From an optimization exercise on the open Yosys and OpenROAD flow, aimed at small area and few clock cycles; shortcuts taken in it are not production practice. Function was checked by simulation only, so behaviour that the tests miss may differ from the original. The flow treats the clock pin as an ideal source. Dropping or thinning the clock tree relies on that and would not hold on a real chip. Power is estimated from default activity; no workload was simulated.

== run A ==
// osc2midi_bridge
module osc2midi_bridge (
    input  wire       clk,
    input  wire       rst,
    input  wire       in_valid,
    output wire       in_ready,
    input  wire [7:0] in_byte,
    input  wire       in_bye,
    output wire       out_valid,
    input  wire       out_ready,
    output wire [7:0] out_data,
    output wire       out_last,
    input  wire       rx_valid,
    output wire       rx_ready,
    input  wire [7:0] rx_data,
    input  wire       rx_last,
    output wire       mo_valid,
    input  wire       mo_ready,
    output wire [7:0] mo_data,
    output wire       mo_bye
);
clock: 6.0 ns
lec_check: 0
abc_area: 1
cap_margin: 20
core_margin: 2
core_utilization: 40
slew_margin: 20
standard.sh (not shown) runs the stock make flow with config.mk's settings and CLKGATE_MAP_FILE= SYNTH_SCRIPT=/design/flow/synth_recipe.tcl, a recipe that flattens the netlist after the stock synthesis.
==> flow/flow/run.sh <==
#!/bin/bash
# Own layout flow: the standard synthesis, its combinational logic re-mapped
# for area (registers untouched), then the standard layout steps.
set -euo pipefail
HERE=$(pwd)
R=$HERE/orfs/results/$FLOW_PLATFORM/osc2midi_bridge/base
YOSYS=$FLOW_HOME/../tools/install/yosys/bin/yosys
[[ -x $YOSYS ]] || YOSYS=yosys

bash standard.sh synth > "$HERE/std_synth.log" 2>&1

LIB=$FLOW_HOME/platforms/$FLOW_PLATFORM/lib/sky130_fd_sc_hd__tt_025C_1v80.lib
DU=""
for c in $(sed -n '/^export DONT_USE_CELLS/,/^$/p' $FLOW_HOME/platforms/$FLOW_PLATFORM/config.mk | tr -d '\\' | sed 's/export DONT_USE_CELLS += //'); do
  DU="$DU -dont_use $c"
done
cp "$R/1_2_yosys.v" "$HERE/std_netlist.v"
# a few randomised deep-synthesis runs side by side; keep the smallest
for seed in 1 2 3 4; do
  sed "s/@SEED@/$seed/" flow/reabc.abc.in > "$HERE/reabc_$seed.abc"
  LIB=$LIB NETLIST_IN=$HERE/std_netlist.v NETLIST_OUT=$HERE/reabc_netlist_$seed.v TOP=$FLOW_TOP \
    ABC_SCRIPT=$HERE/reabc_$seed.abc DONT_USE_ARGS="$DU" \
    $YOSYS -c flow/reabc.tcl > "$HERE/reabc_$seed.log" 2>&1 &
done
wait
best=""; best_area=""
for seed in 1 2 3 4; do
  a=$(grep -m1 "Chip area for module" "$HERE/reabc_$seed.log" | awk '{print $NF}' || true)
  [[ -n "$a" && -s "$HERE/reabc_netlist_$seed.v" ]] || continue
  if [[ -z "$best" ]] || awk "BEGIN{exit !($a < $best_area)}"; then best=$seed; best_area=$a; fi
done
echo "reabc: seed $best area $best_area" > "$HERE/reabc_choice.log"
if [[ -n "$best" ]]; then cp "$HERE/reabc_netlist_$best.v" "$R/1_2_yosys.v"; fi
rm -f "$R/1_synth.odb" "$R/1_synth.sdc"

# port buffers: the smallest buffer; clock tree: built by flow/pre_cts.tcl
export BUFFER_PORTS_ARGS="-buffer_cell sky130_fd_sc_hd__buf_1"
export CTS_ARGS="$(cat flow/cts_args.txt)"
export PRE_CTS_TCL="$HERE/flow/pre_cts.tcl"
bash standard.sh finish > "$HERE/std_finish.log" 2>&1
Other scripts of this flow, unchanged in this note and not shown: flow/flow/cts_args.txt, flow/flow/pre_cts.tcl, flow/flow/reabc.abc.in, flow/flow/reabc.tcl
Testbench counts of run A, summed over its fixed seeds: cycles 103,846.
Inputs modified between run A and run B:
--- a/flow/design.v
+++ b/flow/design.v
@@ -24,98 +24,98 @@
                 endcase
             end
             default: exp_cnt = 2'd0;
         endcase
     end
     wire [3:0] cin = (rs[7:4] != 4'hF) ? rs[7:4] : (rs[1:0] == 2'b10) ? 4'h3 : 4'h2;
     wire is_rt     = (b[7:3] == 5'b11111);
     wire is_f7     = (b == 8'hF7);
     wire is_f0     = (b == 8'hF0);
     wire is_status = b[7] && !is_rt;
     wire is_f46    = (b[7:2] == 6'b111101) && (b[1:0] != 2'b11);
     wire is_data   = !b[7];
-    wire f7_1 = is_f7 && (n == 2'd1);
-    wire f7_2 = is_f7 && (n == 2'd2);
-    wire one  = !sx && (exp_cnt == 2'd1);       
+    wire f7_1 = is_f7 && n[0];
+    wire f7_2 = is_f7 && n[1];
+    wire one  = !sx && exp_cnt[0];       
     reg  [3:0] cin_f;
     reg  [7:0] p0, p1, p2;
     always @(*) begin
         if (b[7]) begin
             emit  = is_rt || is_f46 || (is_f7 && sx);
             cin_f = is_rt ? 4'hF : f7_2 ? 4'h7 : f7_1 ? 4'h6 : 4'h5;
             p0    = (f7_1 || f7_2) ? rs : b;
             p1    = f7_1 ? b : f7_2 ? {1'b0, b1} : 8'h00;
             p2    = f7_2 ? b : 8'h00;
         end else begin
-            emit  = sx ? (n == 2'd2) : (one || (exp_cnt == 2'd2 && n == 2'd2));
+            emit  = sx ? n[1] : (one || (exp_cnt[1] && n[1]));
             cin_f = sx ? 4'h4 : cin;
             p0    = rs;
             p1    = one ? b : {1'b0, b1};
             p2    = one ? 8'h00 : b;
         end
         pkt = {4'h0, cin_f, p0, p1, p2};
     end
     reg [1:0] n_d;
     always @(*) begin
         if (is_status)
             n_d = 2'd1;
         else if (is_rt)
             n_d = n;
         else if (sx)
-            n_d = (n == 2'd2) ? 2'd0 : n + 2'd1;
+            n_d = n[1] ? 2'd0 : {n[0], !n[0]};
         else
-            n_d = (exp_cnt == 2'd2 && n == 2'd1) ? 2'd2 : 2'd1;
+            n_d = (exp_cnt[1] && n[0]) ? 2'd2 : 2'd1;
     end
     always @(posedge clk) begin
         if (rst) begin
             rs <= 8'h00;
             n  <= 2'd0;
             sx <= 1'b0;
         end else if (strobe) begin
             if (is_status || n == 2'd0)
                 rs <= b;
             n <= n_d;
             if (is_status)
                 sx <= is_f0;
         end
     end
     always @(posedge clk) begin
-        if (strobe && n == 2'd1)
+        if (strobe && n[0])
             b1 <= b[6:0];
     end
 endmodule
 module osc2midi_tx (
     input  wire       clk,
     input  wire       rst,
     input  wire       in_valid,
     output wire       in_ready,
     input  wire [7:0] in_byte,
     input  wire       in_bye,
     output wire       out_valid,
     input  wire       out_ready,
     output reg  [7:0] out_data,
     output wire       out_last
 );
     reg        full;                
     reg        h_bye;               
     reg  [7:0] h_byte;              
     reg  [4:0] idx;                 
     wire        dec_emit;
     wire [31:0] dec_pkt;
     wire want = full && (h_bye || dec_emit);
     assign out_valid = (idx != 5'd0) || want;
-    assign out_last  = (idx == 5'd30) || (idx == 5'd15 && h_bye);
+    assign out_last  = (&idx[4:1]) || (&idx[3:0] && h_bye);
     wire xfer = out_valid && out_ready;
-    wire done = full && (h_bye    ? (idx == 5'd15 && out_ready) :
-                         dec_emit ? (idx == 5'd27 && out_ready) : 1'b1);
+    wire done = full && (h_bye    ? (&idx[3:0] && out_ready) :                      
+                         dec_emit ? (&{idx[4:3], idx[1:0]} && out_ready) : 1'b1);   
     assign in_ready = !full || done;
     osc2midi_decoder u_dec (
         .clk     (clk),
         .rst     (rst),
         .strobe  (done && !h_bye),
         .in_byte (h_byte),
         .emit    (dec_emit),
         .pkt     (dec_pkt)
     );
     function [7:0] hex_char(input [3:0] v);
         begin
             case (v)
@@ -264,32 +264,33 @@
     wire match  = in_hex ? ch_ok : (cnt == 5'd10) ? is_b10 : (rx_data == pfx);
     reg [1:0] cin_len;
     always @(*) begin
         case (ch_val)
             4'h0, 4'h1:             cin_len = 2'd0;
             4'h2, 4'h6, 4'hC, 4'hD: cin_len = 2'd2;
             4'h5, 4'hF:             cin_len = 2'd1;
             default:                cin_len = 2'd3;
         endcase
     end
     wire ok      = alive && match;
     wire fin_bye = ok && !kind && (cnt == 5'd15);
-    wire fin_ev  = ok && (cnt == 5'd27) && (o_rem != 2'd0);
+    wire at27    = &{cnt[4:3], cnt[1:0]};
+    wire fin_ev  = ok && at27 && (o_rem != 2'd0);
     always @(posedge clk) begin
         if (rst)
             cnt <= 5'd0;
         else if (accept) begin
             if (rx_last)
                 cnt <= 5'd0;
-            else if (!ok || cnt == 5'd27 || fin_bye)
+            else if (!ok || at27 || fin_bye)
                 cnt <= 5'd31;
             else
                 cnt <= cnt + 5'd1;
         end
     end
     always @(posedge clk) begin
         if (accept && cnt == 5'd10)
             kind <= rx_data[0];
         if (accept && alive && in_hex && (cnt[3] || cnt[1]) &&    
             (cnt[3] ? (cnt[1] ? o_rem == 2'd3 : o_rem[1]) : o_rem != 2'd0))
             val <= {val[19:0], ch_val};
     end
[summary]
Taking run B over run A, the maximum frequency ratio works out to 1.08.
The die area was comparable across run B and run A.
Status: design area parity (run B, run A)
Changes observed in run B relative to run A: total clock network power down about 4%; met2 wire length -6.9%; total power went down by 3.1%.
Compared with run A, the router placed fewer vias in run B.
Run B: layout-stage area growth over the synthesis result is 0.45 points lower than what run A reported.
Testbench counts of run B, summed over its fixed seeds: cycles 103,846.
In every run of this note, the design's own scripts or RTL, not TritonCTS, make the clock network.

## afterwards: timing with drivers on the ports
The results above use ideal ports. As a check the final layouts listed here were re-extracted and re-timed, cells and wires unchanged. Step 1 sets driving cells, clkbuf_16 on the clock port and buf_2 on the other inputs (assumed; they add their load-dependent delay and slew). Step 2 times the ports against the registers' clock, not the clock port: input delays grow and output delays shrink by t, the midpoint of the rising clock arrivals with the driver on. Slacks: ideal / step 1 / step 2; pairs: ideal / step 1.
run	t, ns	setup slack, ns	worst setup path after step 2	clock arrival spread, ns	worst register clock-pin slew, ns
run A	0.413	0.652 / 0.621 / 1.034	register to output	0.018 / 0.018	0.11 / 0.11
run B	0.392	1.056 / 1.029 / 1.421	register to output	0.009 / 0.009	0.10 / 0.10
After both steps every run listed still meets setup and hold.
